This is an optimization exercise on Yosys and OpenROAD, whose aim is small area, a short achievable clock period and few clock cycles, not a production implementation.
At most, simulation tests tie the RTL to the original design; equivalence was not proved.
The RTL of run 4 was laid out without a check of its function.
Power figures rest on the tool's default switching activity, not on a simulated workload.

==> flow/design.v <==
module fbp_framer_rx (
    input  wire        clk,
    input  wire        rst,
    input  wire        in_valid,
    input  wire [7:0]  in_data,
    output wire        in_ready,
    output reg         ev_valid,
    output reg  [1:0]  ev_kind,
    output reg  [4:0]  ev_type,
    output reg  [10:0] ev_id,
    output reg  [15:0] ev_meta,
    output reg  [7:0]  ev_len,
    output reg         pl_valid,
    output reg  [7:0]  pl_data,
    output reg         pl_last,
    output reg         busy,
    output reg  [31:0] stat_ignored,
    output reg  [31:0] stat_resync
);
    localparam integer M  = 16;          
    localparam integer K  = 17;          
    localparam integer L  = M * K;       
    localparam integer QD = 4;           
    localparam [2:0] S_SOF1  = 3'd0,
                     S_SOF2  = 3'd1,
                     S_FTYPE = 3'd2,
                     S_DHDR  = 3'd3,
                     S_STORE = 3'd4;
    localparam [1:0] EV_DATA  = 2'd1,
                     EV_LINK  = 2'd2,
                     EV_ERROR = 2'd3;
    localparam [31:0] CRC_RESIDUE = 32'hDEBB20E3;
    function [8:0] padd(input [8:0] x, input [3:0] k);
        reg [9:0] s;
        begin
            s = {1'b0, x} + {6'd0, k};
            padd = (s >= L) ? s - L : s[8:0];
        end
    endfunction
    function [8:0] psub(input [8:0] a, input [8:0] b);
        reg [9:0] s;
        begin
            s = {1'b0, a} - {1'b0, b};
            psub = s[9] ? s + L : s[8:0];
        end
    endfunction
    function [4:0] tapidx(input [8:0] a, input [8:0] t);
        reg [5:0] d;
        begin
            d = {1'b0, a[8:4]} - {1'b0, t[8:4]};
            tapidx = d[5] ? d[4:0] + K : d[4:0];
        end
    endfunction
    function [7:0] lencrc(input [7:0] x);
        reg [7:0] c;
        integer i;
        begin
            c = x;
            for (i = 0; i < 8; i = i + 1)
                c = c[7] ? ((c << 1) ^ 8'hD7) : (c << 1);
            lencrc = c;
        end
    endfunction
    function [31:0] crc32_byte(input [31:0] c_in, input [7:0] d);
        reg [31:0] c;
        integer i;
        begin
            c = c_in ^ {24'd0, d};
            for (i = 0; i < 8; i = i + 1)
                c = c[0] ? ((c >> 1) ^ 32'hEDB88320) : (c >> 1);
            crc32_byte = c;
        end
    endfunction
    function is_link_type(input [4:0] t);
        is_link_type = (t == 5'h0F) || (t == 5'h17) || (t == 5'h1B) ||
                       (t == 5'h1D) || (t == 5'h1E);
    endfunction
    reg  [8*L-1:0] ring;
    reg  [8:0]     tn;           
    reg  [7:0]     in_q;
    reg            vq;           
    reg            rdy;
    reg  [8:0]     wp;
    reg            wal;          
    reg  [4:0]     wtap;         
    wire           wr = vq && wal;
    assign in_ready = rdy;
    wire [8*L-1:0] ring_rot = {ring[7:0], ring[8*L-1:8]};
    integer j;
    reg [8*L-1:0] ring_nx;
    always @* begin
        ring_nx = ring_rot;
        for (j = 0; j < K; j = j + 1)
            if (wr && wtap == j)
                ring_nx[8*((j*M + L - 1) % L) +: 8] = in_q;
    end
    always @(posedge clk)
        ring <= ring_nx;
    function [7:0] tap_rd(input [4:0] t);
        integer k;
        begin
            tap_rd = 8'd0;
            for (k = 0; k < K; k = k + 1)
                if (t == k) tap_rd = ring[8*(k*M) +: 8];
        end
    endfunction
    reg [8:0]  fa;           
    reg        fal;          
    reg [4:0]  ftap;         
    reg        byp;          
    reg [7:0]  rb;
    reg        rbv;
    reg [2:0]  state;
    reg [8:0]  sp2;          
    reg [3:0]  n;            
    reg [8:0]  rem;          
    reg        last;         
    reg        is_sync;
    reg [31:0] crc;
    reg        crc_ok;
    reg [1:0]  ign_d;
    reg        err_d;
    reg        d_act;
    reg        dal;
    reg [4:0]  dtap;
    reg [8:0]  d_a;
    reg [7:0]  d_cnt;
    reg        dz;           
    reg [2:0]  d_ph;         
    reg [8:0]  q_s [0:QD-1];
    reg [1:0]  q_wr, q_rd;
    reg [2:0]  q_n;
    reg [8:0]  tail_r;
    reg        space_ok;
    reg        rst_q;        
    reg        is_data;      
    reg [4:0]  h_type;       
    reg [10:0] h_id;
    reg [15:0] h_meta;
    reg [7:0]  h_len;
    reg [7:0]  lc_exp;       
    wire b55 = (rb == 8'h55);
    wire b00 = (rb == 8'h00);
    wire [4:0] bt = rb[7:3];
    wire q_full = q_n[2];
    wire stall = rbv && state == S_STORE && last && is_data && q_full;
    wire cons  = rbv && !stall;
    reg [2:0] nx_state;
    reg       nx_sp;             
    reg       do_err, do_jump, do_disp;
    reg [1:0] ign;
    always @* begin
        nx_state = state;
        nx_sp    = 1'b0;
        do_err   = 1'b0;
        do_jump  = 1'b0;
        do_disp  = 1'b0;
        ign      = 2'd0;
        case (state)
            S_SOF1: begin
                if (b55) begin
                    nx_sp = 1'b1; nx_state = S_SOF2;
                end else begin
                    do_err = 1'b1; ign = 2'd1;
                end
            end
            S_SOF2: begin
                if (b00) nx_state = S_FTYPE;
                else if (b55) begin ign = 2'd1; nx_sp = 1'b1; end
                else begin do_err = 1'b1; ign = 2'd2; nx_state = S_SOF1; end
            end
            S_FTYPE: begin
                if (bt == 5'd0) nx_state = S_DHDR;
                else if (is_link_type(bt)) nx_state = S_STORE;
                else begin
                    do_err = 1'b1;
                    if (b55) begin ign = 2'd2; nx_sp = 1'b1; nx_state = S_SOF2; end
                    else begin ign = 2'd3; nx_state = S_SOF1; end
                end
            end
            S_DHDR: begin
                if (n == 4'd5) begin
                    if (rb != lc_exp) begin
                        do_err = 1'b1; ign = 2'd2; do_jump = 1'b1; nx_state = S_SOF1;
                    end else nx_state = S_STORE;
                end
            end
            default: begin
                if (last) begin
                    if (b55 && crc_ok) begin
                        do_disp = 1'b1; nx_sp = 1'b1; nx_state = S_SOF2;
                    end else begin
                        do_err = 1'b1; ign = 2'd2; do_jump = 1'b1; nx_state = S_SOF1;
                    end
                end
            end
        endcase
    end
    wire [7:0] f_tap   = tap_rd(ftap);
    wire       f_ok    = byp ? wr : fal;
    wire       f_load  = (!rbv || cons) && f_ok;
    wire       jump    = cons && do_jump;
    wire       f_take  = f_load && !jump;
    wire [8:0] fa1     = padd(fa, 4'd1);
    wire [7:0] d_tap   = tap_rd(dtap);
    wire       d_rd    = d_act && dal;           
    wire       d_out   = d_rd && d_ph == 3'd0;   
    wire       d_done  = d_out && dz;
    wire       d_free  = !d_act || d_done;
    wire       q_push  = cons && do_disp && is_data;
    wire       q_pop   = d_free && q_n != 3'd0;
    wire [8:0] q_head  = q_s[q_rd];
    wire [8:0] cand_tail = (state == S_SOF1 || state == S_SOF2) ? fa : sp2;
    wire [8:0] tail = d_act ? d_a : (q_n != 3'd0) ? q_head : cand_tail;
    wire       acc    = in_valid && rdy;
    wire       wal_nx = wr || (wp[3:0] == tn[3:0]);
    wire       vq_hold = vq && !wr;
    wire [8:0] wp1    = padd(wp, 4'd1);
    always @(posedge clk)
        rst_q <= rst;
    always @(posedge clk) begin
        begin
            tn   <= padd(tn, 4'd1);
            if (acc) in_q <= in_data;
            vq   <= acc || vq_hold;
            if (wr) wp <= wp1;
            wal  <= wal_nx;
            if (!wr) wtap <= tapidx(wp, tn);
            rdy  <= !rst && space_ok && (acc ? wal_nx : (!vq_hold || wal_nx));
            tail_r   <= tail;
            space_ok <= (psub(wp, tail_r) <= L - 6);
            if (f_load) rb <= byp ? in_q : f_tap;
            rbv <= jump ? 1'b0 : f_take ? 1'b1 : cons ? 1'b0 : rbv;
            if (jump) begin
                fa   <= sp2;
                fal  <= (sp2[3:0] == tn[3:0]);
                ftap <= tapidx(sp2, tn);
                byp  <= 1'b0;
            end else if (f_take) begin
                fa   <= fa1;
                byp  <= wr ? byp : (fa1 == wp);
            end else begin
                fal  <= (fa[3:0] == tn[3:0]);
                ftap <= tapidx(fa, tn);
                byp  <= wr ? 1'b0 : byp;
            end
            stat_ignored <= stat_ignored + {30'd0, ign_d};
            stat_resync  <= stat_resync + {31'd0, err_d};
            ign_d <= 2'd0;
            err_d <= 1'b0;
            ev_valid <= 1'b0;
            ev_type  <= h_type;
            ev_id    <= h_id;
            ev_meta  <= h_meta;
            ev_len   <= h_len;
            ev_kind  <= (cons && do_err) ? EV_ERROR : is_data ? EV_DATA : EV_LINK;
            if (cons) begin
                state <= nx_state;
                if (nx_sp) sp2 <= fa1;
                n     <= (n == 4'd8) ? n : n + 4'd1;
                if (nx_state == S_SOF2 || nx_state == S_SOF1) n <= 4'd1;
                if (state == S_SOF2 && b00) n <= 4'd2;
                rem  <= rem - 9'd1;
                last <= (rem == 9'd2);
                if (state == S_FTYPE) begin
                    is_data     <= (rb[7:3] == 5'd0);
                    h_type      <= rb[7:3];
                    h_id[10:8]  <= rb[2:0];
                    crc   <= crc32_byte(32'hFFFFFFFF, rb);
                    rem   <= 9'd6;
                    last  <= 1'b0;
                end else begin
                    crc <= crc32_byte(crc, rb);
                end
                crc_ok <= (crc32_byte(crc, rb) == CRC_RESIDUE);
                if (n == 4'd3) h_id[7:0] <= rb;
                if (n == 4'd4 && state == S_DHDR) begin
                    h_len  <= rb;
                    lc_exp <= lencrc(rb);
                    rem    <= {1'b0, rb} + 9'd9;
                    last   <= 1'b0;
                end
                if (n == 4'd6) h_meta[7:0]  <= rb;
                if (n == 4'd7) h_meta[15:8] <= rb;
                ign_d <= ign;
                if (do_err && is_sync) begin
                    is_sync  <= 1'b0;
                    err_d    <= 1'b1;
                    ev_valid <= !rst;
                end
                if (do_disp) begin
                    is_sync  <= 1'b1;
                    ev_valid <= !rst;
                end
            end
            pl_valid <= d_out && !rst;
            pl_data  <= d_tap;
            pl_last  <= dz;
            if (q_pop) begin
                d_act <= 1'b1;
                d_a   <= q_head;
                d_ph  <= 3'd4;
                dal   <= (q_head[3:0] == tn[3:0]);
                dtap  <= tapidx(q_head, tn);
                q_rd  <= q_rd + 2'd1;
            end else begin
                if (d_done) d_act <= 1'b0;
                if (d_rd) begin
                    d_a   <= padd(d_a, 4'd1);
                    if (d_ph != 3'd0) d_ph <= d_ph - 3'd1;
                    if (d_ph == 3'd4) begin
                        d_cnt <= d_tap;
                        dz    <= (d_tap == 8'd0);
                    end
                    if (d_out) begin
                        d_cnt <= d_cnt - 8'd1;
                        dz    <= (d_cnt == 8'd1);
                    end
                end else begin
                    dal  <= (d_a[3:0] == tn[3:0]);
                    dtap <= tapidx(d_a, tn);
                end
            end
            q_n <= q_n + {2'd0, q_push} - {2'd0, q_pop};
            if (q_push) begin
                q_s[q_wr] <= padd(sp2, 4'd2);
                q_wr      <= q_wr + 2'd1;
            end
            busy <= rst || acc || rbv || f_ok || !byp || vq || (q_n != 3'd0) ||
                    (d_act && !d_done);
        end
        if (rst_q) begin
            tn           <= 9'd1;
            vq           <= 1'b0;
            rdy          <= 1'b0;
            wp           <= 9'd0;
            fa           <= 9'd0;
            fal          <= 1'b0;
            byp          <= 1'b1;
            rbv          <= 1'b0;
            state        <= S_SOF1;
            is_sync      <= 1'b1;
            ign_d        <= 2'd0;
            err_d        <= 1'b0;
            d_act        <= 1'b0;
            q_n          <= 3'd0;
            q_wr         <= 2'd0;
            q_rd         <= 2'd0;
            space_ok     <= 1'b0;
            tail_r       <= 9'd0;
            ev_valid     <= 1'b0;
            pl_valid     <= 1'b0;
            busy         <= 1'b0;
            stat_ignored <= 32'd0;
            stat_resync  <= 32'd0;
        end
    end
endmodule
==> flow/flow/run.sh <==
#!/bin/bash
# Standard layout, with the setup repair aiming at a tighter slack than the clock needs
# and a clock tree built from larger sink clusters without dummy loads.
set -euo pipefail
export SETUP_SLACK_MARGIN=8.6
export CTS_ARGS="-sink_clustering_enable -repair_clock_nets -sink_clustering_size 35 -sink_clustering_max_diameter 60 -buf_list {sky130_fd_sc_hd__clkbuf_8 sky130_fd_sc_hd__clkbuf_16} -dont_use_dummy_load"
bash standard.sh > standard_flow.log 2>&1
==> flow/standard.sh <==
#!/bin/bash
# synth_recipe.tcl (not shown) runs the flow's synth.tcl, then flattens the netlist and writes it again
# the make line also repeats each setting of config.mk as NAME=value (left out here)
make -C /OpenROAD-flow-scripts/flow DESIGN_CONFIG=/design/flow/config.mk WORK_HOME=/design/flow/orfs CLKGATE_MAP_FILE= SYNTH_SCRIPT=/design/flow/synth_recipe.tcl "${@:-finish}"
==> flow/config.mk <==
export PLATFORM = sky130hd
export DESIGN_NAME = fbp_framer_rx
export DESIGN_NICKNAME = fbp_framer_rx
export VERILOG_FILES = /design/flow/design.v
export SDC_FILE = /design/flow/constraint.sdc
export NUM_CORES = 4
export LEC_CHECK = 0
export ABC_AREA = 1
export CAP_MARGIN = 20
export CORE_MARGIN = 2
export CORE_UTILIZATION = 50
export PLACE_DENSITY = 0.65
export SLEW_MARGIN = 20
==> flow/constraint.sdc <==
create_clock -name core_clock -period 12.0 [get_ports {clk}]
set_input_delay 2.4000 -clock core_clock [delete_from_list [all_inputs] [get_ports {clk}]]
set_output_delay 2.4000 -clock core_clock [all_outputs]
set_load 0.01 [all_outputs]
==> results.toml, run 1 <==
[run_status]
status = "complete, no violations"

[placed_design]
gp_congestion = 0.920
io_buffers = 129
dpl_worst_slack_ps = 8220
dp_hpwl_mm = 87.0

[setup_path]
path_buf_inv = 1
crit_chain = "buf_6"
cp.arrival_ps = 1220
critPathKind = "reg2out"
cpPeakStageDelay_ps = 350
crit_cells = 1
slowest_stage = "dfxtp_2"
ff2ff_path_depth = 18
end_kind = "output port"
critical-path-top-delay-family = "flip-flops"
cp.required_ps = 9600
start_kind = "flip-flop"
crit_fanout = 1

[global_route]
grt_usage_pct = 18.2
first_global_vias = 32700
grt_pass1_wl_mm = 190
antenna_found_initial = 5
grt_start_max_net_pins = 66
grt.overflow.total = 0

[final_layout]
drive_above_1_share_pct = 9.39
regArea_um2 = 53100
nets = 5635
multi_input_area_um2 = 12300
area_growth_pct = 10.9
fillers = 10900

[logic_synthesis]
synth_edf_count = 191
syn_area_um2 = 66900
syn_nets = 5361
seq_area_frac_synth_pct = 79.2
syn_avg_cell_area_um2 = 12.7
ys_types = 62
synth_flop_cell = "dfxtp_1"
synth_top_area_share_pct = 70.6
yosys.area.top_type = "dfxtp_1"
synthArstFlopShare_pct = 0
ys_ff_latch = 2549
ys_warn_count = 1
synth_common_cells = "2358 x dfxtp_1, 730 x nand2_1, 378 x inv_1, 303 x o21ai_0, 284 x nor2_1"
synthTopCellsByArea = "dfxtp_1 71%, edfxtp_1 8.6%, nand2_1 4.1%, o21ai_0 2.3%, inv_1 2.1%"
syn_inst = 5246
synth_most_common_cell = "dfxtp_1"

[clocking]
cts_sinks = 2549
clockBufferDepth = 3
cts_inserted_buffers = 121
cts_tree = "yes"
clkLatencyLatePin_ps = 760
cts.clk_slew.worst_paths_ps = 110
htreeDepth = 3
cts-root-buf = "clkbuf_16"

[timing]
slew_headroom_pct = 27.4
setup_viol = 0
worst_slack_ps = 8380
hold_viol_final = 0
fin_setup_tns_ps = 0
fin_crit_sh_pct = 30.2
fin_crit_ps = 3620
fmax_ghz = 0.276
grt_setup_unrepaired = "true"
finClkSkew_ps = 94.8
maxSlewViolCount = 0
worst_slew_pin_slew_ps = 1090

[floorplan]
die-width_um = 370
die_h_um = 370
die-area_um2 = 137000
start_util_pct = 50.2
core_um2 = 133000
rows = 134
io-pin-count = 130

[pwr]
vdd_drop_max_mv = 0.171
powerDensity_nw_per_um2 = 198
total_power_mw = 14.7
total_leakage_power_nw = 29.6

[detailed_routing]
routedWlPerCell_um = 17.4
drt_iter0_drc = 2439
ant_nets = 0
first_pass_iters = 7
remaining_drc_errors = 0
vias = 34500
via_per_inst = 4.74
drt-total-wl_mm = 127

[min_path]
hold_depth = 0
min_path_type = "reg2reg"

[job]
drv_cap = 0
[layer usage]
| metal | track usage, % | wire length [um] | vias up |
|---|---|---|---|
| met3 | 2.97 | 5620 | 258 |
| li1 | - | - | 17300 |
| met4 | 6.37 | 4530 | 6 |
| met2 | 28.8 | 56600 | 770 |
| met1 | 25.5 | 59800 | 16200 |
| met5 | 0 | 49 | - |
[final cells by class]
cell class	count	share of cell area [%]
tap	1768	2.98
inverter	386	1.97
sequential	2549	71.6
antenna	1	0.00337
timing repair buffer	226	2.80
clock buffer	121	4.08
multi-input combinational	2235	16.6
timing repair inverter	1	0.00675
[state kept, by name, indices dropped and copies added, names as in the netlist, 9 cells and up, named ones only]
signal,count
sp2,9
rem,9
stat_resync,32
stat_ignored,32
wp,9
fa,9
ev_id,11
crc,32
tn,9
d_a,9
tail_r,9
q_s,36
h_meta,16
ring,2176
h_id,11
ev_meta,16
[final timing paths]
| check | from | end | slack [ps] |
|---|---|---|---|
| max | pl_data[6] | pl_data[6] | 8380 |
| min | ring[1116] | ring[1108] | 250 |
| max reg2reg | rb[7] | q_n[2] | 8700 |
| min reg2reg | ring[1116] | ring[1108] | 250 |
[what timing repair did]
| item | CTS | global route |
|---|---|---|
| cloned | 1 | 0 |
| pin swaps | 2 | 0 |
| endpoints found under the setup margin | 151 | 154 |
| resized for setup | 677 | 60 |
| setup buffers | 57 | 18 |
| hold buffers | 0 | 0 |
[report_power, final]
part / leakage [nW] / switching [mW] / internal, mW / total (mW)
logic: 7.30 / 1.10 / 0.565 / 1.66
registers: 20.8 / 0.114 / 8.77 / 8.89
clock network: 1.49 / 2.37 / 1.78 / 4.15
[per-stage QoR]
step	hold slack, ps	cell area (um2)	utilization [%]	std cells
global placement	309	70300	52.8	7089
CTS	253	73800	55.5	7268
finish	250	74200	55.7	7287
floorplan	310	66900	-	5246
global route	247	74200	55.7	7286
detailed placement	312	70300	52.8	7089
[layout by cell type (no fill, tap or decap), types with 4 or more instances in the layout]
cell / count
o21ai_0: 302
inv_1: 374
a211oi_1: 4
dfxtp_4: 16
or2_2: 18
nand4_1: 76
xnor2_1: 67
a21oi_1: 146
clkbuf_16: 121
o22ai_1: 17
o211ai_1: 12
dfxtp_1: 2256
buf_6: 100
o31ai_1: 7
nor3_1: 59
nand3b_1: 4
a31oi_1: 21
nand2_2: 9
nor2_4: 6
nor3b_1: 7
nor2_2: 8
dfxtp_2: 86
nor4_1: 18
nand2_1: 729
buf_2: 19
xor2_1: 145
xor2_2: 5
edfxtp_1: 191
buf_4: 95
o221ai_1: 4
fa_1: 8
clkdlybuf4s50_1: 10
clkinv_1: 4
nor2_1: 272
mux2i_1: 4
nand3_1: 137
ha_1: 96
o21a_1: 10
[cell families after synthesis]
family | share of synthesized area, %
flops | 79.2
compound gates | 4.35
mux | 0.0767
buf+inv | 2.63
xor+xnor | 3.05
simple gates | 8.71
fa+ha+maj | 2.04
Testbench counts, summed over its fixed seeds: cycles 42,615.
==> inputs of run 2 (changes only) <==
--- a/flow/config.mk
+++ b/flow/config.mk
@@ -9,5 +9,6 @@
 export CAP_MARGIN = 20
 export CORE_MARGIN = 2
 export CORE_UTILIZATION = 50
+export GPL_TIMING_DRIVEN = 0
 export PLACE_DENSITY = 0.65
 export SLEW_MARGIN = 20
==> results.toml, run 2 <==
[clocking]
cts-root-buf = "clkbuf_16"
hold_buffers = 0
cts_tree = "yes"
cts.clk_slew.worst_paths_ps = 110
cts_sinks = 2549
clkLatencyLatePin_ps = 740
htreeDepth = 3
cts_inserted_buffers = 117
clockBufferDepth = 3

[pwr]
vdd_drop_max_mv = 0.170
p_sw_share_pct = 24.6
pwr-share-seq_pct = 60.4
total_leakage_power_nw = 29.7
p_int_mw = 11.1
switchingPower_mw = 3.61
p_clk_share_pct = 27.8
combPwrFrac_pct = 11.8
powerDensity_nw_per_um2 = 197

[setup_path]
start_kind = "flip-flop"
r2r_end = "rb[3]"
ff2ff_path_depth = 12
slowest_stage = "dfxtp_4"
cp.required_ps = 9600
path_buf_inv = 1
crit_chain = "buf_6"
cp.arrival_ps = 1250
crit_fanout = 2
critPathKind = "reg2out"
reg2reg_from = "ftap[4]"
cpPeakStageDelay_ps = 370
rrSetupSlack_ps = 8610
critical-path-top-delay-family = "flip-flops"
end_kind = "output port"

[timing]
grt_setup_unrepaired = "true"
worst_slew_pin_slew_ps = 1110
slew_headroom_pct = 26.3
setup_viol = 0
finClkSkew_ps = 73.1
maxSlewViolCount = 0
fin_crit_ps = 3650
hold_viol_final = 0
fmax_ghz = 0.274
fin_setup_tns_ps = 0
fin_crit_sh_pct = 30.4

[detailed_routing]
ant_nets = 0
routedWlPerCell_um = 16.9
vias = 34800
remaining_drc_errors = 0
first_pass_iters = 7
drt_iter0_drc = 2473
drt-total-wl_mm = 125
via_per_inst = 4.73

[min_path]
hp-start = "ring[838]"
hold_depth = 0
min_path_type = "reg2reg"
holdPathEnd = "ring[830]"

[logic_synthesis]
syn_inst = 5246
synth_most_common_cell = "dfxtp_1"
seq_area_frac_synth_pct = 79.2
ys_ff_latch = 2549
syn_nets = 5361
synth_common_cells = "2358 x dfxtp_1, 730 x nand2_1, 378 x inv_1, 303 x o21ai_0, 284 x nor2_1"
synthArstFlopShare_pct = 0
ys_warn_count = 1
syn_area_um2 = 66900
synthTopCellsByArea = "dfxtp_1 71%, edfxtp_1 8.6%, nand2_1 4.1%, o21ai_0 2.3%, inv_1 2.1%"
ys_types = 62
synth_edf_count = 191
synth_flop_cell = "dfxtp_1"
synth_top_area_share_pct = 70.6
yosys.area.top_type = "dfxtp_1"
syn_avg_cell_area_um2 = 12.7

[global_route]
first_global_vias = 33000
grt_pass1_wl_mm = 188
grt_start_max_net_pins = 36
grt.overflow.total = 0
antenna_found_initial = 7
grt_usage_pct = 18.0

[floorplan]
die_h_um = 370
die-width_um = 370
io-pin-count = 130
core_um2 = 133000
rows = 134
start_util_pct = 50.2
die-area_um2 = 137000

[placed_design]
gp_congestion = 0.944
io_buffers = 129
place_area_um2 = 70500
dp_hpwl_mm = 86.3

[final_layout]
final_cell_mix = "2266 x dfxtp_1, 724 x nand2_1, 374 x inv_1"
max_flop_register = "ring"
area_growth_pct = 11.3
layout_commonest_cell = "dfxtp_1"
fin_area_um2 = 74400
largest_reg_flops = 2176
drive_above_1_share_pct = 9.61
fillers = 11000
top_regs = "ring: 2176 flops, q_s: 36 flops"
nets = 5704

[job]
drv_cap = 0

[run_status]
status = "complete, no violations"
run 2: cell families after synthesis:
| group | after synthesis | synth area share, % |
|---|---|---|
| AO/OA/AOI/OAI | 541 | 4.35 |
| adder cells (fa/ha/maj) | 104 | 2.04 |
| XOR/XNOR | 221 | 3.05 |
| AND/OR/NAND/NOR | 1364 | 8.71 |
| flip-flops | 2549 | 79.2 |
| multiplexers | 5 | 0.0767 |
| buffers and inverters | 462 | 2.63 |
run 2: area by class of cell:
type                    instances  area [um2]  area share, %
flip-flops and latches       2549       53100           71.4
multi-input cells            2235       12400           16.6
clock buffers                 117        2930           3.93
well taps                    1768        2210           2.97
repair buffers                224        2020           2.71
inverters                     386        1460           1.96
plain buffers                  76         334          0.449
diodes                          3        7.51         0.0101
run 2: through the flow:
step	power, mW	util, %	hold WS (ps)	setup slack, ps	cells
after floorplan	10.2	-	310	8640	5246
after global placement	10.7	52.9	310	7720	7143
after detailed placement	10.7	52.9	312	7910	7146
after CTS	14.8	55.6	249	8290	7324
after global routing	15.3	55.9	243	8290	7355
final	14.7	55.9	247	8350	7358
run 2: repair_timing:
item,CTS,global route
pin swaps,2,4
resized for setup,708,54
endpoints found under the setup margin,227,164
setup buffers,61,31
run 2: per-layer routing:
metal  wire length, um  GRT usage (%)
met3              5590           2.70
met2             55200           28.2
met1             59700           25.5
met4              4180           6.31
met5                 0              0
run 2: power groups by stage:
| stage | Combinational (mW) | Clock, mW | Sequential (mW) |
|---|---|---|---|
| finish | 1.74 | 4.08 | 8.87 |
| CTS | 1.69 | 4.20 | 8.87 |
| global placement | 1.63 | 0 | 9.07 |
| global route | 1.93 | 4.48 | 8.89 |
| detailed placement | 1.66 | 0 | 9.07 |
| floorplan | 1.17 | 0 | 9.03 |
run 2: how the worst max path moves through the flow:
stage | cells past startpoint | startpoint | end
2_1_floorplan | 17 | state[2] | q_n[2]
3_3_place_gp | 17 | state[2] | q_n[2]
3_5_place_dp | 15 | d_act | q_n[2]
4_1_cts | 1 | stat_ignored[12] | stat_ignored[12]
5_1_grt | 1 | stat_ignored[12] | stat_ignored[12]
6_report | 1 | stat_ignored[12] | stat_ignored[12]
==> inputs of run 3 (changes only) <==
--- a/flow/config.mk
+++ b/flow/config.mk
@@ -9,6 +9,7 @@
 export CAP_MARGIN = 20
 export CORE_MARGIN = 2
 export CORE_UTILIZATION = 50
-export GPL_TIMING_DRIVEN = 0
+export GPL_ROUTABILITY_DRIVEN = 0
+export GPL_TIMING_DRIVEN = 1
 export PLACE_DENSITY = 0.65
 export SLEW_MARGIN = 20
==> results.toml, run 3 <==
[setup_path]
reg2reg_from = "ftap[1]"
critPathKind = "reg2out"
path_buf_inv = 1
crit_chain = "buf_6"
slowest_stage = "dfxtp_2"
start_kind = "flip-flop"
rrSetupSlack_ps = 8620
r2r_end = "rb[6]"
crit_cells = 1
ff2ff_path_depth = 12
end_kind = "output port"
critical-path-top-delay-family = "flip-flops"
cpPeakStageDelay_ps = 340
cp.required_ps = 9600
cp-startpoint = "pl_data[3]"
crit_fanout = 1
timing.critical_path.to = "pl_data[3]"
cp.arrival_ps = 1230

[clocking]
cts_tree = "yes"
clockBufferDepth = 3
cts_inserted_buffers = 115
htreeDepth = 3
clkLatencyLatePin_ps = 780
hold_buffers = 0
cts_sinks = 2549
cts-root-buf = "clkbuf_16"
cts.clk_slew.worst_paths_ps = 110

[timing]
worst_slew_pin_slew_ps = 1020
fin_setup_tns_ps = 0
fin_crit_ps = 3630
finClkSkew_ps = 130
grt_setup_unrepaired = "true"
setup_viol = 0
slew_headroom_pct = 31.9
fin_crit_sh_pct = 30.3
fmax_ghz = 0.275
maxSlewViolCount = 0
hold_viol_final = 0

[logic_synthesis]
synth_common_cells = "2358 x dfxtp_1, 730 x nand2_1, 378 x inv_1, 303 x o21ai_0, 284 x nor2_1"
seq_area_frac_synth_pct = 79.2
synthAdderAreaFrac_pct = 2.04
ys_ff_latch = 2549
yosys.area.top_type = "dfxtp_1"
muxShareOfSynthArea_pct = 0.0767
syn_inst = 5246
synthArstFlopShare_pct = 0
syn_nets = 5361
synthTopCellsByArea = "dfxtp_1 71%, edfxtp_1 8.6%, nand2_1 4.1%, o21ai_0 2.3%, inv_1 2.1%"
synth_compound_area_share_pct = 4.35
synth_edf_count = 191
synth_most_common_cell = "dfxtp_1"
yosys.area_share.xor_xnor_pct = 3.05
synth_top_area_share_pct = 70.6
synthSimpleGateAreaFrac_pct = 8.71
ys_warn_count = 1
ys_types = 62
synth_top_family_by_area = "simple AND/OR/NAND/NOR gates"
syn_avg_cell_area_um2 = 12.7
synth_flop_cell = "dfxtp_1"
syn_area_um2 = 66900

[placed_design]
dp_cells = 7089
io_buffers = 129
dp_hpwl_mm = 82.7

[job]
drv_cap = 0

[floorplan]
start_util_pct = 50.2
io-pin-count = 130
die_h_um = 370
die-area_um2 = 137000
core_um2 = 133000
rows = 134
die-width_um = 370

[pwr]
total_leakage_power_nw = 29.6
vdd_drop_max_mv = 0.157
powerDensity_nw_per_um2 = 197
total_power_mw = 14.6

[final_layout]
top_regs = "ring: 2176 flops, q_s: 36 flops"
layout_commonest_cell = "dfxtp_1"
nets = 5630
max_flop_register = "ring"
final_cell_mix = "2264 x dfxtp_1, 729 x nand2_1, 375 x inv_1"
largest_reg_flops = 2176
drive_above_1_share_pct = 9.16
fillers = 11000
area_growth_pct = 10.6
final_cells = 7284

[global_route]
grt_pass1_wl_mm = 183
first_global_vias = 32700
grt_usage_pct = 17.4
grt_start_max_net_pins = 66
grt.overflow.total = 0
antenna_found_initial = 9

[min_path]
min_path_type = "reg2reg"

[detailed_routing]
vias = 34800
routedWlPerCell_um = 16.7
via_per_inst = 4.78
drt-total-wl_mm = 122
drt_iter0_drc = 2759
ant_nets = 0
first_pass_iters = 6
remaining_drc_errors = 0

[run_status]
status = "complete, no violations"
[run 3: cell counts after synthesis]
No cell type changed its count.
[run 3: per-stage QoR]
stage | hold WS [ps] | setup WS, ps | instance area (um2) | utilization, %
after floorplan | 310 | 8640 | 66900 | -
after global placement | 310 | 8000 | 70200 | 52.8
after detailed placement | 312 | 7880 | 70300 | 52.8
after CTS | 244 | 8300 | 73700 | 55.4
after global routing | 238 | 8290 | 74000 | 55.6
final | 244 | 8370 | 74000 | 55.6
[run 3: final cells by class]
class / count / area, um2 / share of cell area [%]
inverters: 386 / 1460 / 1.98
clock buffers: 115 / 2880 / 3.89
multi-input cells: 2235 / 12300 / 16.6
flip-flops and latches: 2549 / 53100 / 71.8
diodes: 3 / 7.51 / 0.0101
well taps: 1768 / 2210 / 2.99
repair buffers: 227 / 2030 / 2.75
repair inverters: 1 / 5.00 / 0.00677
[run 3: worst min path at each step]
| stage | from | end | slack, ps | depth (start not counted) |
|---|---|---|---|---|
| after floorplan | ring[8] | ring[0] | 310 | 0 |
| final | ring[1124] | ring[1116] | 240 | 0 |
| after detailed placement | ring[1662] | ring[1654] | 310 | 0 |
| after global routing | ring[747] | ring[739] | 240 | 0 |
| after global placement | ring[454] | ring[446] | 310 | 0 |
| after CTS | ring[1134] | ring[1126] | 240 | 0 |
[run 3: what timing repair did]
item	in CTS	in global routing
pin swaps	1	4
setup endpoints to repair	207	168
gates cloned	1	0
setup buffers	59	17
resized for setup	681	35
[run 3: report_power, final]
| group | internal (mW) | total, mW | switching [mW] |
|---|---|---|---|
| Combinational | 0.555 | 1.65 | 1.09 |
| Clock | 1.70 | 4.05 | 2.35 |
| Sequential | 8.77 | 8.88 | 0.113 |
[run 3: cells by family after synthesis]
group | Yosys count
AO/OA/AOI/OAI | 541
XOR/XNOR | 221
adder cells (fa/ha/maj) | 104
buffers and inverters | 462
flip-flops | 2549
multiplexers | 5
AND/OR/NAND/NOR | 1364
[run 3: routing by layer]
metal	wire, um	up-vias	global-route usage [%]
met5	25	-	0
met4	3980	4	5.64
met3	5640	237	2.61
met2	54700	919	27.8
met1	57500	16400	24.2
li1	-	17200	-
==> inputs of run 4 (changes only) <==
--- a/flow/design.v
+++ b/flow/design.v
@@ -138,7 +138,6 @@
     reg [10:0] h_id;
     reg [15:0] h_meta;
     reg [7:0]  h_len;
-    reg [7:0]  lc_exp;       
     wire b55 = (rb == 8'h55);
     wire b00 = (rb == 8'h00);
     wire [4:0] bt = rb[7:3];
@@ -180,7 +179,7 @@
             end
             S_DHDR: begin
                 if (n == 4'd5) begin
-                    if (rb != lc_exp) begin
+                    if (rb != lencrc(h_len)) begin
                         do_err = 1'b1; ign = 2'd2; do_jump = 1'b1; nx_state = S_SOF1;
                     end else nx_state = S_STORE;
                 end
@@ -276,7 +275,6 @@
                 if (n == 4'd3) h_id[7:0] <= rb;
                 if (n == 4'd4 && state == S_DHDR) begin
                     h_len  <= rb;
-                    lc_exp <= lencrc(rb);
                     rem    <= {1'b0, rb} + 9'd9;
                     last   <= 1'b0;
                 end
--- a/flow/config.mk
+++ b/flow/config.mk
@@ -9,7 +9,5 @@
 export CAP_MARGIN = 20
 export CORE_MARGIN = 2
 export CORE_UTILIZATION = 50
-export GPL_ROUTABILITY_DRIVEN = 0
-export GPL_TIMING_DRIVEN = 1
 export PLACE_DENSITY = 0.65
 export SLEW_MARGIN = 20
==> results.toml, run 4 <==
[logic_synthesis]
synth_flop_cell = "dfxtp_1"
ys_ff_latch = 2541
yosys.area.top_type = "dfxtp_1"
syn_avg_cell_area_um2 = 12.7
syn_area_um2 = 66700
synthArstFlopShare_pct = 0
ys_warn_count = 1
seq_area_frac_synth_pct = 79.1
synth_top_area_share_pct = 70.8
synth_edf_count = 183
ys_types = 67
synth_common_cells = "2358 x dfxtp_1, 725 x nand2_1, 378 x inv_1, 328 x o21ai_0, 293 x nor2_1"
syn_inst = 5253
syn_nets = 5365
synthTopCellsByArea = "dfxtp_1 71%, edfxtp_1 8.2%, nand2_1 4.1%, o21ai_0 2.5%, inv_1 2.1%"
synth_most_common_cell = "dfxtp_1"

[pwr]
vdd_drop_max_mv = 0.151
powerDensity_nw_per_um2 = 198
total_leakage_power_nw = 29.7

[global_route]
grt_start_max_net_pins = 57
grt.overflow.total = 0
first_global_vias = 32600
grt_pass1_wl_mm = 192
grt_usage_pct = 18.6
antenna_found_initial = 9

[detailed_routing]
drt-total-wl_mm = 129
first_pass_iters = 9
vias = 35200
drt_iter0_drc = 3017
ant_nets = 0
via_per_inst = 4.83
routedWlPerCell_um = 17.7
remaining_drc_errors = 0

[setup_path]
path_buf_inv = 1
slowest_stage = "dfxtp_4"
cp-startpoint = "pl_data[3]"
cp.arrival_ps = 1280
end_kind = "output port"
crit_chain = "buf_6"
crit_fanout = 1
critical-path-top-delay-family = "flip-flops"
start_kind = "flip-flop"
cp.required_ps = 9600
critPathKind = "reg2out"
reg2reg_from = "rb[3]"
cpPeakStageDelay_ps = 380

[timing]
finClkSkew_ps = 94.0
setup_viol = 0
worst_slack_ps = 8320
fin_crit_ps = 3680
grt_setup_unrepaired = "true"
maxSlewViolCount = 0
worst_slew_pin_slew_ps = 1050
slew_headroom_pct = 30.0
hold_viol_final = 0
fin_crit_sh_pct = 30.6
fmax_ghz = 0.272
fin_setup_tns_ps = 0

[placed_design]
dpl_worst_slack_ps = 8050
dp_cells = 7088
dp_hpwl_mm = 89.1
io_buffers = 129
gp_congestion = 0.938

[clocking]
cts.clk_slew.worst_paths_ps = 110
cts_inserted_buffers = 130
hold_buffers = 0
cts-root-buf = "clkbuf_16"
cts_tree = "yes"
clkLatencyLatePin_ps = 790
htreeDepth = 4
clockBufferDepth = 3
cts_sinks = 2541

[job]
drv_cap = 0

[floorplan]
start_util_pct = 50.5
die_h_um = 369
io-pin-count = 130
die-width_um = 369
die-area_um2 = 136000
rows = 133
core_um2 = 132000

[min_path]
min_path_type = "reg2reg"
hp-start = "ring[547]"

[run_status]
status = "complete, no violations"

[final_layout]
layout_commonest_cell = "dfxtp_1"
max_flop_register = "ring"
nets = 5654
top_regs = "ring: 2176 flops, q_s: 36 flops"
final_cell_mix = "2258 x dfxtp_1, 725 x nand2_1, 375 x inv_1"
area_growth_pct = 11.2
utilization_pct = 56.2
drive_above_1_share_pct = 9.77
final_cells = 7301
largest_reg_flops = 2176
## run 4: cell count changes in the layout (fill, tap and decap cells not counted), moves of 7 or more
cell / previous run / this run
nor2_1: 274 / 290
clkbuf_16: 115 / 130
a211oi_1: 4 / 11
o21ai_0: 303 / 328
xor2_1: 145 / 135
nor4_1: 18 / 11
edfxtp_1: 191 / 183
nand2_2: 9 / 17
o21a_1: 10 / 3
xnor2_1: 67 / 54
or2_2: 18 / 11
nand4_1: 76 / 66
## run 4: layer usage
metal | wire length (um) | GRT usage [%] | vias up
li1 | - | - | 17400
met1 | 63900 | 27.8 | 16700
met2 | 54600 | 27.7 | 927
met3 | 7080 | 3.08 | 253
met4 | 3460 | 5.81 | 2
met5 | 11 | 0 | -
## run 4: final timing paths
| kind | to | slack [ps] | depth (start not counted) |
|---|---|---|---|
| setup / recovery | pl_data[3] | 8320 | 1 |
| hold / removal | ring[539] | 250 | 0 |
| setup reg to reg | q_n[2] | 8630 | 20 |
| hold reg to reg | ring[539] | 250 | 0 |
## run 4: report_power, final
part | total, mW | internal, mW | switching, mW
clock | 4.33 | 1.93 | 2.40
sequential | 8.85 | 8.73 | 0.121
combinational | 1.51 | 0.493 | 1.01
## run 4: kinds of logic after synthesis
kind of cell,Yosys count,synth area share [%]
multiplexers,3,0.0469
XOR/XNOR,197,2.71
AO/OA/AOI/OAI,582,4.74
AND/OR/NAND/NOR,1362,8.75
buffers and inverters,467,2.70
flip-flops,2541,79.1
adder cells (fa/ha/maj),101,1.99
## run 4: final cells by class
type,instances,area [um2]
well taps,1755,2200
repair buffers,232,2100
clock buffers,130,3250
multi-input cells,2245,12200
diodes,6,15.0
flip-flops and latches,2541,52900
inverters,392,1490
fillers,10800,57800
## run 4: metrics by stage
step / hold WS [ps] / power, mW / cell area (um2)
6_report: 246 / 14.7 / 74100
3_5_place_dp: 312 / 10.5 / 70000
2_1_floorplan: 310 / 10.0 / 66700
4_1_cts: 244 / 14.8 / 73800
5_1_grt: 246 / 15.3 / 74100
3_3_place_gp: 309 / 10.5 / 70000
## run 4: timing repair
item	CTS	global route
pin swaps	1	2
gates resized for setup	686	35
setup endpoints to repair	212	159
setup buffers	57	19
==> inputs of run 5 (changes only) <==
--- a/flow/design.v
+++ b/flow/design.v
@@ -138,6 +138,7 @@
     reg [10:0] h_id;
     reg [15:0] h_meta;
     reg [7:0]  h_len;
+    reg [7:0]  lc_exp;       
     wire b55 = (rb == 8'h55);
     wire b00 = (rb == 8'h00);
     wire [4:0] bt = rb[7:3];
@@ -179,7 +180,7 @@
             end
             S_DHDR: begin
                 if (n == 4'd5) begin
-                    if (rb != lencrc(h_len)) begin
+                    if (rb != lc_exp) begin
                         do_err = 1'b1; ign = 2'd2; do_jump = 1'b1; nx_state = S_SOF1;
                     end else nx_state = S_STORE;
                 end
@@ -275,6 +276,7 @@
                 if (n == 4'd3) h_id[7:0] <= rb;
                 if (n == 4'd4 && state == S_DHDR) begin
                     h_len  <= rb;
+                    lc_exp <= lencrc(rb);
                     rem    <= {1'b0, rb} + 9'd9;
                     last   <= 1'b0;
                 end
==> flow/flow/run.sh (replaced) <==
#!/bin/bash
# Standard layout, with the setup repair aiming at a tighter slack than the clock needs
# and a clock tree built from larger sink clusters without dummy loads.
set -euo pipefail
export SETUP_SLACK_MARGIN=8.6
export CTS_ARGS="-sink_clustering_enable -repair_clock_nets -sink_clustering_size 25 -sink_clustering_max_diameter 50 -buf_list {sky130_fd_sc_hd__clkbuf_8 sky130_fd_sc_hd__clkbuf_16} -dont_use_dummy_load"
bash standard.sh > standard_flow.log 2>&1
==> results.toml, run 5 <==
[floorplan]
die_h_um = 370
die-area_um2 = 137000
die-width_um = 370
core_um2 = 133000
rows = 134
io-pin-count = 130
start_util_pct = 50.2

[clocking]
cts.clk_slew.worst_paths_ps = 90
htreeDepth = 4
cts-root-buf = "clkbuf_16"
cts_tree = "yes"
cts_inserted_buffers = 156
clockBufferDepth = 3
cts_sinks = 2549
clkLatencyLatePin_ps = 810

[final_layout]
area_growth_pct = 12.3
multi_input_area_um2 = 12300
utilization_pct = 56.4
final_cell_mix = "2256 x dfxtp_1, 727 x nand2_1, 373 x inv_1"
layout_commonest_cell = "dfxtp_1"
regArea_um2 = 53100
fillers = 10800
final_cells = 7333
max_flop_register = "ring"
drive_above_1_share_pct = 10.1
fin_area_um2 = 75100
nets = 5679
top_regs = "ring: 2176 flops, q_s: 36 flops"
largest_reg_flops = 2176

[setup_path]
critical-path-top-delay-family = "flip-flops"
cp.arrival_ps = 1220
cp.required_ps = 9600
end_kind = "output port"
start_kind = "flip-flop"
crit_chain = "buf_6"
crit_fanout = 1
path_buf_inv = 1
slowest_stage = "dfxtp_2"
critPathKind = "reg2out"
cpPeakStageDelay_ps = 340

[logic_synthesis]
synth_edf_count = 191
syn_area_um2 = 66900
ys_warn_count = 1
synth_top_area_share_pct = 70.6
syn_avg_cell_area_um2 = 12.7
yosys.area.top_type = "dfxtp_1"
synthArstFlopShare_pct = 0
seq_area_frac_synth_pct = 79.2
synth_common_cells = "2358 x dfxtp_1, 730 x nand2_1, 378 x inv_1, 303 x o21ai_0, 284 x nor2_1"
synth_flop_cell = "dfxtp_1"
syn_inst = 5246
synth_most_common_cell = "dfxtp_1"
ys_ff_latch = 2549
synthTopCellsByArea = "dfxtp_1 71%, edfxtp_1 8.6%, nand2_1 4.1%, o21ai_0 2.3%, inv_1 2.1%"
ys_types = 62
syn_nets = 5361

[placed_design]
gp_congestion = 0.920
place_area_um2 = 70300
dp_cells = 7089
dp_hpwl_mm = 87.0
io_buffers = 129

[timing]
slew_headroom_pct = 22.8
maxSlewViolCount = 0
worst_slew_pin_slew_ps = 1150
grt_setup_unrepaired = "true"
fin_setup_tns_ps = 0
finClkSkew_ps = 119
hold_viol_final = 0
setup_viol = 0
fin_crit_ps = 3620
fmax_ghz = 0.276
fin_crit_sh_pct = 30.2

[global_route]
grt_usage_pct = 18.5
first_global_vias = 33100
antenna_found_initial = 8
grt.overflow.total = 0
grt_start_max_net_pins = 66
grt_pass1_wl_mm = 192

[pwr]
switchingPower_mw = 3.68
p_clk_share_pct = 31.1
p_sw_share_pct = 24.0
powerDensity_nw_per_um2 = 204
total_leakage_power_nw = 30.1
p_int_mw = 11.6
vdd_drop_max_mv = 0.173
pwr-share-seq_pct = 58.0
total_power_mw = 15.3
combPwrFrac_pct = 11.0

[detailed_routing]
drt-total-wl_mm = 128
first_pass_iters = 7
remaining_drc_errors = 0
drt_iter0_drc = 2351
vias = 34800
routedWlPerCell_um = 17.4
ant_nets = 0
via_per_inst = 4.75

[job]
drv_cap = 0

[min_path]
min_path_type = "reg2reg"

[run_status]
status = "complete, no violations"
==> run 5: area by class of cell <==
type | instances | share of cell area, %
well taps | 1768 | 2.94
multi-input cells | 2235 | 16.3
flip-flops and latches | 2549 | 70.7
repair buffers | 235 | 2.85
clock buffers | 156 | 5.20
repair inverters | 1 | 0.00666
inverters | 386 | 1.95
diodes | 3 | 0.00999
==> run 5: cells by family after synthesis <==
kind of cell / share of synthesized area [%]
compound gates: 4.35
simple gates: 8.71
flops: 79.2
mux: 0.0767
fa+ha+maj: 2.04
buf+inv: 2.63
xor+xnor: 3.05
==> run 5: what timing repair did <==
action,4_1_cts,5_1_grt
setup buffers,57,27
gates resized for setup,676,64
setup endpoints to repair,150,160
hold buffers,0,0
cloned,1,0
pin swaps,2,0
==> run 5: through the flow <==
step,hold slack (ps),setup WS [ps]
after floorplan,310,8640
after global placement,309,8270
after detailed placement,312,8220
after CTS,191,8310
after global routing,185,8310
final,196,8380
==> run 5: routing by layer <==
layer / global-route usage [%] / up-vias / routed length [um]
li1: - / 17300 / -
met1: 25.5 / 16400 / 59700
met2: 29.2 / 796 / 57400
met3: 3.53 / 268 / 6310
met4: 6.84 / 2 / 4310
met5: 0 / - / 13
==> run 5: power groups by stage <==
stage / logic [mW] / registers, mW / clock network (mW)
after floorplan: 1.17 / 9.03 / 0
after global placement: 1.62 / 9.08 / 0
after detailed placement: 1.63 / 9.08 / 0
after CTS: 1.64 / 8.88 / 4.90
after global routing: 1.88 / 8.90 / 5.19
final: 1.68 / 8.88 / 4.76
==> run 5: path summary, 6_finish.rpt <==
check	from	to	slack (ps)	cells after the start
min	ring[995]	ring[987]	200	0
max	pl_data[6]	pl_data[6]	8380	1
min reg2reg	ring[995]	ring[987]	200	0
max reg2reg	dtap[0]	dz	8780	16
Testbench counts of run 5, summed over its fixed seeds: cycles 42,615.
==> inputs of run 6 (changes only) <==
--- a/flow/design.v
+++ b/flow/design.v
@@ -118,7 +118,9 @@
     reg        is_sync;
     reg [31:0] crc;
     reg        crc_ok;
-    reg [1:0]  ign_d;
+    reg [8:0]  ign_d;
+    reg        prev55;       
+    reg        found;        
     reg        err_d;
     reg        d_act;
     reg        dal;
@@ -147,15 +149,21 @@
     wire cons  = rbv && !stall;
     reg [2:0] nx_state;
     reg       nx_sp;             
-    reg       do_err, do_jump, do_disp;
+    reg       do_err, do_jump, do_disp, do_rej;
     reg [1:0] ign;
+    reg       sp_fa;             
+    reg [1:0] rej_k;             
+    wire      pair_now = (state == S_DHDR || state == S_STORE) && n >= 4'd4 && prev55 && b00;
     always @* begin
         nx_state = state;
         nx_sp    = 1'b0;
         do_err   = 1'b0;
         do_jump  = 1'b0;
         do_disp  = 1'b0;
+        do_rej   = 1'b0;
         ign      = 2'd0;
+        sp_fa    = 1'b0;
+        rej_k    = 2'd0;
         case (state)
             S_SOF1: begin
                 if (b55) begin
@@ -180,22 +188,32 @@
             end
             S_DHDR: begin
                 if (n == 4'd5) begin
-                    if (rb != lc_exp) begin
-                        do_err = 1'b1; ign = 2'd2; do_jump = 1'b1; nx_state = S_SOF1;
-                    end else nx_state = S_STORE;
+                    if (rb != lc_exp) do_rej = 1'b1;
+                    else nx_state = S_STORE;
                 end
             end
             default: begin
                 if (last) begin
                     if (b55 && crc_ok) begin
                         do_disp = 1'b1; nx_sp = 1'b1; nx_state = S_SOF2;
-                    end else begin
-                        do_err = 1'b1; ign = 2'd2; do_jump = 1'b1; nx_state = S_SOF1;
-                    end
+                    end else do_rej = 1'b1;
                 end
             end
         endcase
+        if (do_rej) begin
+            do_err = 1'b1;
+            if (found) begin
+                do_jump = 1'b1; nx_state = S_SOF1;
+            end else if (pair_now) begin
+                nx_state = S_FTYPE; sp_fa = 1'b1;
+            end else if (b55) begin
+                nx_state = S_SOF2; nx_sp = 1'b1; rej_k = 2'd1;
+            end else begin
+                nx_state = S_SOF1; rej_k = 2'd2;
+            end
+        end
     end
+    wire [8:0] ign_fa = psub(fa, sp2) + {7'd0, rej_k};
     wire [7:0] f_tap   = tap_rd(ftap);
     wire       f_ok    = byp ? wr : fal;
     wire       f_load  = (!rbv || cons) && f_ok;
@@ -244,9 +262,9 @@
                 ftap <= tapidx(fa, tn);
                 byp  <= wr ? 1'b0 : byp;
             end
-            stat_ignored <= stat_ignored + {30'd0, ign_d};
+            stat_ignored <= stat_ignored + {23'd0, ign_d};
             stat_resync  <= stat_resync + {31'd0, err_d};
-            ign_d <= 2'd0;
+            ign_d <= 9'd0;
             err_d <= 1'b0;
             ev_valid <= 1'b0;
             ev_type  <= h_type;
@@ -257,9 +275,13 @@
             if (cons) begin
                 state <= nx_state;
                 if (nx_sp) sp2 <= fa1;
+                if (sp_fa) sp2 <= fa;
+                prev55 <= b55;
+                if (pair_now) found <= 1'b1;
+                if (nx_state == S_FTYPE) found <= 1'b0;
                 n     <= (n == 4'd8) ? n : n + 4'd1;
                 if (nx_state == S_SOF2 || nx_state == S_SOF1) n <= 4'd1;
-                if (state == S_SOF2 && b00) n <= 4'd2;
+                if (nx_state == S_FTYPE) n <= 4'd2;
                 rem  <= rem - 9'd1;
                 last <= (rem == 9'd2);
                 if (state == S_FTYPE) begin
@@ -282,7 +304,7 @@
                 end
                 if (n == 4'd6) h_meta[7:0]  <= rb;
                 if (n == 4'd7) h_meta[15:8] <= rb;
-                ign_d <= ign;
+                ign_d <= !do_rej ? {7'd0, ign} : found ? 9'd2 : ign_fa;
                 if (do_err && is_sync) begin
                     is_sync  <= 1'b0;
                     err_d    <= 1'b1;
@@ -340,7 +362,7 @@
             rbv          <= 1'b0;
             state        <= S_SOF1;
             is_sync      <= 1'b1;
-            ign_d        <= 2'd0;
+            ign_d        <= 9'd0;
             err_d        <= 1'b0;
             d_act        <= 1'b0;
             q_n          <= 3'd0;
==> flow/flow/run.sh (replaced) <==
#!/bin/bash
# Standard layout, with the setup repair aiming at a tighter slack than the clock needs
# and a clock tree built from larger sink clusters without dummy loads.
set -euo pipefail
export SETUP_SLACK_MARGIN=8.6
export CTS_ARGS="-sink_clustering_enable -repair_clock_nets -sink_clustering_size 20 -sink_clustering_max_diameter 40 -buf_list {sky130_fd_sc_hd__clkbuf_8 sky130_fd_sc_hd__clkbuf_16} -dont_use_dummy_load"
bash standard.sh > standard_flow.log 2>&1
==> results.toml, run 6 <==
[clocking]
clockBufferDepth = 3
cts_tree = "yes"
cts_inserted_buffers = 210
clkLatencyLatePin_ps = 850
htreeDepth = 4
hold_buffers = 0
cts.clk_slew.worst_paths_ps = 70
cts-root-buf = "clkbuf_16"
cts_sinks = 2558

[timing]
finClkSkew_ps = 128
grt_setup_unrepaired = "true"
worst_slew_pin_slew_ps = 1080
fmax_ghz = 0.268
holdWs_ps = 259
fin_setup_tns_ps = 0
worst_slack_ps = 8280
fin_crit_ps = 3720
fin_crit_sh_pct = 31.0
slew_headroom_pct = 27.9
setup_viol = 0
hold_viol_final = 0
maxSlewViolCount = 0

[logic_synthesis]
syn_inst = 5389
synth_flop_cell = "dfxtp_1"
seq_area_frac_synth_pct = 78.2
synth_compound_area_share_pct = 5.04
synthArstFlopShare_pct = 0
ys_types = 57
yosys.area.top_type = "dfxtp_1"
yosys.area_share.xor_xnor_pct = 3.14
synthAdderAreaFrac_pct = 2.41
synth_top_family_by_area = "simple AND/OR/NAND/NOR gates"
syn_nets = 5525
synthSimpleGateAreaFrac_pct = 8.42
syn_area_um2 = 67900
synth_edf_count = 193
synthTopCellsByArea = "dfxtp_1 70%, edfxtp_1 8.5%, nand2_1 4.0%, o21ai_0 2.6%, inv_1 2.2%"
synth_most_common_cell = "dfxtp_1"
synth_common_cells = "2365 x dfxtp_1, 716 x nand2_1, 391 x inv_1, 355 x o21ai_0, 301 x nor2_1"
muxShareOfSynthArea_pct = 0.0461
synth_top_area_share_pct = 69.7
syn_avg_cell_area_um2 = 12.6
ys_ff_latch = 2558
ys_warn_count = 1

[detailed_routing]
vias = 36300
wl_met2_mm = 58.8
top_layer = "met5"
ant_nets = 0
drt_iter0_drc = 2524
remaining_drc_errors = 0
drt-met1-wl_mm = 61.2
via_per_inst = 4.81
met3_length_mm = 6.95
first_pass_iters = 6
routedWlPerCell_um = 17.4
drt-total-wl_mm = 131

[global_route]
grt_pass1_wl_mm = 197
grt.overflow.total = 0
antenna_found_initial = 4
first_global_vias = 34600
grt_usage_pct = 18.7
grt_start_max_net_pins = 67

[final_layout]
nets = 5910
utilization_pct = 57.5
top_regs = "ring: 2176 flops, q_s: 36 flops"
max_flop_register = "ring"
drive_above_1_share_pct = 11.1
area_growth_pct = 14.4
final_cell_mix = "2265 x dfxtp_1, 715 x nand2_1, 383 x inv_1"
largest_reg_flops = 2176
final_cells = 7555
layout_commonest_cell = "dfxtp_1"

[setup_path]
r2r_end = "crc_ok"
crit_chain = "buf_6"
start_kind = "flip-flop"
cpPeakStageDelay_ps = 360
ff2ff_path_depth = 9
slowest_stage = "dfxtp_4"
critPathKind = "reg2out"
path_buf_inv = 1
rrSetupSlack_ps = 8620
crit_fanout = 1
critical-path-top-delay-family = "flip-flops"
cp.arrival_ps = 1320
end_kind = "output port"
reg2reg_from = "rb[7]"
cp.required_ps = 9600

[pwr]
total_leakage_power_nw = 31.3
powerDensity_nw_per_um2 = 199
vdd_drop_max_mv = 0.151

[min_path]
hold_depth = 0
holdPathEnd = "ring[566]"
hp-start = "ring[574]"
min_path_type = "reg2reg"

[floorplan]
rows = 135
die-width_um = 373
die_h_um = 373
core_um2 = 135000
die-area_um2 = 139000
start_util_pct = 50.3
io-pin-count = 130

[placed_design]
dpl_worst_slack_ps = 7860
io_buffers = 129
gp_congestion = 0.947
dp_hpwl_mm = 88.9
dp_cells = 7245

[job]
drv_cap = 0

[run_status]
status = "complete, no violations"
[run 6: cell count changes after synthesis, moves of 7 or more]
cell / delta
a21oi_1: +37
dfxtp_1: +7
ha_1: +19
inv_1: +13
nand2_1: -14
nand4_1: -12
nor2_1: +17
o21ai_0: +52
[run 6: area by class of cell]
class | count | area [um2]
multi-input combinational | 2351 | 13100
tap | 1781 | 2230
clock buffer | 210 | 5260
inverter | 402 | 1540
timing repair inverter | 1 | 5.00
fill | 10800 | 57400
antenna | 2 | 5.00
timing repair buffer | 250 | 2260
sequential | 2558 | 53300
[run 6: worst max path at each step]
stage	start	endpoint	slack, ps	cells after the start
final	pl_data[1]	pl_data[1]	8280	1
after global routing	pl_data[1]	pl_data[1]	8220	1
after CTS	pl_data[1]	pl_data[1]	8210	1
after detailed placement	rb[3]	q_n[2]	7860	21
after global placement	rb[3]	q_n[2]	7820	21
after floorplan	state[2]	q_n[2]	8600	20
[run 6: metrics by stage]
stage / area (um2) / power, mW
6_report: 77700 / 15.5
5_1_grt: 77700 / 16.1
4_1_cts: 77200 / 15.6
3_5_place_dp: 71300 / 9.94
3_3_place_gp: 71300 / 9.92
2_1_floorplan: 67900 / 9.63
[run 6: logic make-up after synthesis]
family | Yosys count
compound gates | 641
buf+inv | 480
fa+ha+maj | 125
simple gates | 1350
flops | 2558
mux | 3
xor+xnor | 232
[run 6: repair_timing]
| item | 4_1_cts | 5_1_grt |
|---|---|---|
| resized for setup | 679 | 61 |
| gates cloned | 1 | 1 |
| setup buffers | 66 | 30 |
| endpoints found under the setup margin | 212 | 196 |
| pin swaps | 2 | 4 |
[run 6: layer usage]
| layer | GRT usage (%) | vias up |
|---|---|---|
| li1 | - | 18000 |
| met1 | 25.8 | 17100 |
| met2 | 29.5 | 957 |
| met3 | 3.38 | 285 |
| met4 | 7.22 | 2 |
| met5 | 0 | - |
[run 6: where the power goes]
part | internal (mW) | switching [mW] | total [mW]
registers | 8.71 | 0.0950 | 8.81
logic | 0.335 | 0.674 | 1.01
clock network | 3.05 | 2.62 | 5.67
Testbench counts of run 6, summed over its fixed seeds: cycles 41,777.
==> inputs of run 7 (changes only) <==
==> flow/flow/run.sh (replaced) <==
#!/bin/bash
# Standard layout, with the setup repair aiming at a tighter slack than the clock needs
# and a clock tree built from larger sink clusters without dummy loads.
set -euo pipefail
export SETUP_SLACK_MARGIN=8.6
export CTS_ARGS="-sink_clustering_enable -repair_clock_nets -sink_clustering_size 35 -sink_clustering_max_diameter 60 -buf_list {sky130_fd_sc_hd__clkbuf_8 sky130_fd_sc_hd__clkbuf_16} -dont_use_dummy_load"
bash standard.sh > standard_flow.log 2>&1
==> results.toml, run 7 <==
[run_status]
status = "complete, no violations"

[placed_design]
place_area_um2 = 71300
io_buffers = 129
dp_hpwl_mm = 88.9
gp_congestion = 0.947
dpl_worst_slack_ps = 7860

[clocking]
clkLatencyLatePin_ps = 780
cts_sinks = 2558
cts_inserted_buffers = 116
cts_tree = "yes"
clockBufferDepth = 3
cts-root-buf = "clkbuf_16"
cts.clk_slew.worst_paths_ps = 100
htreeDepth = 3

[pwr]
total_leakage_power_nw = 30.1
total_power_mw = 13.9
vdd_drop_max_mv = 0.144
powerDensity_nw_per_um2 = 184

[min_path]
hold_depth = 0
min_path_type = "reg2reg"

[floorplan]
core_um2 = 135000
rows = 135
die-area_um2 = 139000
io-pin-count = 130
start_util_pct = 50.3
die_h_um = 373
die-width_um = 373

[setup_path]
path_buf_inv = 1
critical-path-top-delay-family = "flip-flops"
cpPeakStageDelay_ps = 370
cp.required_ps = 9600
rrSetupSlack_ps = 8680
end_kind = "output port"
ff2ff_path_depth = 16
crit_cells = 1
crit_fanout = 1
critPathKind = "reg2out"
start_kind = "flip-flop"
crit_chain = "buf_6"
slowest_stage = "dfxtp_4"
cp.arrival_ps = 1250

[logic_synthesis]
ys_ff_latch = 2558
synthTopCellsByArea = "dfxtp_1 70%, edfxtp_1 8.5%, nand2_1 4.0%, o21ai_0 2.6%, inv_1 2.2%"
synthArstFlopShare_pct = 0
syn_inst = 5389
ys_warn_count = 1
syn_area_um2 = 67900
synth_flop_cell = "dfxtp_1"
syn_avg_cell_area_um2 = 12.6
synth_edf_count = 193
seq_area_frac_synth_pct = 78.2
yosys.area.top_type = "dfxtp_1"
synth_top_area_share_pct = 69.7
ys_types = 57
synth_common_cells = "2365 x dfxtp_1, 716 x nand2_1, 391 x inv_1, 355 x o21ai_0, 301 x nor2_1"
syn_nets = 5525
synth_most_common_cell = "dfxtp_1"

[final_layout]
drive_above_1_share_pct = 9.44
final_cell_mix = "2267 x dfxtp_1, 715 x nand2_1, 385 x inv_1"
utilization_pct = 55.7
fillers = 11100
layout_commonest_cell = "dfxtp_1"
area_growth_pct = 10.9
nets = 5814
top_regs = "ring: 2176 flops, q_s: 36 flops"
largest_reg_flops = 2176
multi_input_area_um2 = 13100
fin_area_um2 = 75300
max_flop_register = "ring"
regArea_um2 = 53300

[detailed_routing]
first_pass_iters = 6
ant_nets = 0
drt-total-wl_mm = 129
via_per_inst = 4.78
top_layer = "met5"
drt-met1-wl_mm = 61.0
vias = 35700
met3_length_mm = 6.93
drt_iter0_drc = 2618
remaining_drc_errors = 0
routedWlPerCell_um = 17.3
wl_met2_mm = 57.5

[global_route]
grt_usage_pct = 18.3
grt_start_max_net_pins = 67
antenna_found_initial = 4
grt.overflow.total = 0
grt_pass1_wl_mm = 193
first_global_vias = 33400

[timing]
fin_setup_tns_ps = 0
setup_viol = 0
worst_slew_pin_slew_ps = 1090
hold_viol_final = 0
maxSlewViolCount = 0
slew_headroom_pct = 27.1
grt_setup_unrepaired = "true"
finClkSkew_ps = 100
fin_crit_ps = 3650
worst_slack_ps = 8350
fin_crit_sh_pct = 30.4
fmax_ghz = 0.274

[job]
drv_cap = 0
## run 7: kinds of logic (layout without fill, tap and decap cells)
group | Yosys count | in the layout | synth area share (%)
xor+xnor | 232 | 232 | 3.14
buf+inv | 480 | 767 | 2.70
flops | 2558 | 2558 | 78.2
mux | 3 | 3 | 0.0461
simple gates | 1350 | 1350 | 8.42
compound gates | 641 | 641 | 5.04
other cells | 0 | 1 | 0
fa+ha+maj | 125 | 125 | 2.41
## run 7: through the flow
step                      std cells  hold WS, ps
after floorplan                5389          310
after global placement         7245          309
after detailed placement       7245          312
after CTS                      7427          262
after global routing           7457          264
final                          7458          261
## run 7: power breakdown
group | switching, mW | leakage [nW] | internal [mW]
registers | 0.0949 | 20.9 | 8.71
clock network | 2.36 | 1.43 | 1.72
logic | 0.675 | 7.79 | 0.336
## run 7: final timing paths
kind,start,end
setup / recovery,pl_data[1],pl_data[1]
hold / removal,ring[1090],ring[1082]
setup reg to reg,rb[6],ign_d[8]
hold reg to reg,ring[1090],ring[1082]
## run 7: layout make-up
class / instances / share of cell area (%)
sequential: 2558 / 70.8
clock buffer: 116 / 3.85
inverter: 402 / 2.03
tap: 1781 / 2.96
timing repair buffer: 248 / 2.97
timing repair inverter: 1 / 0.00665
antenna: 1 / 0.00332
multi-input combinational: 2351 / 17.4
## run 7: what timing repair did
action / in CTS / in global routing
pin swaps: 2 / 4
gates resized for setup: 676 / 56
setup endpoints to repair: 208 / 188
gates cloned: 1 / 1
hold buffers: 0 / 0
buffers inserted: 65 / 29
## run 7: routing by layer
metal	vias up	track usage [%]
li1	17800	-
met1	16800	25.7
met2	866	29.1
met3	218	2.80
met4	2	6.05
met5	-	0

-- separate check: timing with driven ports --
The results above use ideal ports. As a check the final layouts listed here were re-extracted and re-timed, cells and wires unchanged.
Step 1 (the two cells are an assumption about what drives the block):
set clk [get_ports {clk}]
set_driving_cell -lib_cell sky130_fd_sc_hd__clkbuf_16 $clk
set_driving_cell -lib_cell sky130_fd_sc_hd__buf_2 [delete_from_list [all_inputs] $clk]
Step 2 also shifts input and output timing later by t, the mid clock arrival at the registers, as if the neighbouring blocks saw the same clock.
a / b / c = ideal ports / drivers / drivers and shift; a / b = the first two.
run | t (ns) | setup WS [ns] | worst setup path at the end | worst register clock-pin slew, ns
run 1 | 0.797 | 8.380 / 8.302 / 8.203 | input to register | 0.12 / 0.12
run 2 | 0.796 | 8.350 / 8.270 / 8.079 | input to register | 0.12 / 0.12
run 3 | 0.795 | 8.367 / 8.293 / 8.190 | input to register | 0.12 / 0.12
run 4 | 0.812 | 8.322 / 8.246 / 8.144 | input to register | 0.12 / 0.12
run 5 | 0.822 | 8.379 / 8.306 / 8.168 | input to register | 0.09 / 0.09
run 6 | 0.857 | 8.275 / 8.202 / 8.105 | input to register | 0.08 / 0.08
run 7 | 0.804 | 8.350 / 8.277 / 8.111 | input to register | 0.12 / 0.12
After both steps setup and hold are still met in every run listed. The setup slack of run 2, which loses most, moves by -0.080 ns with the drivers and by -0.271 ns with both steps.
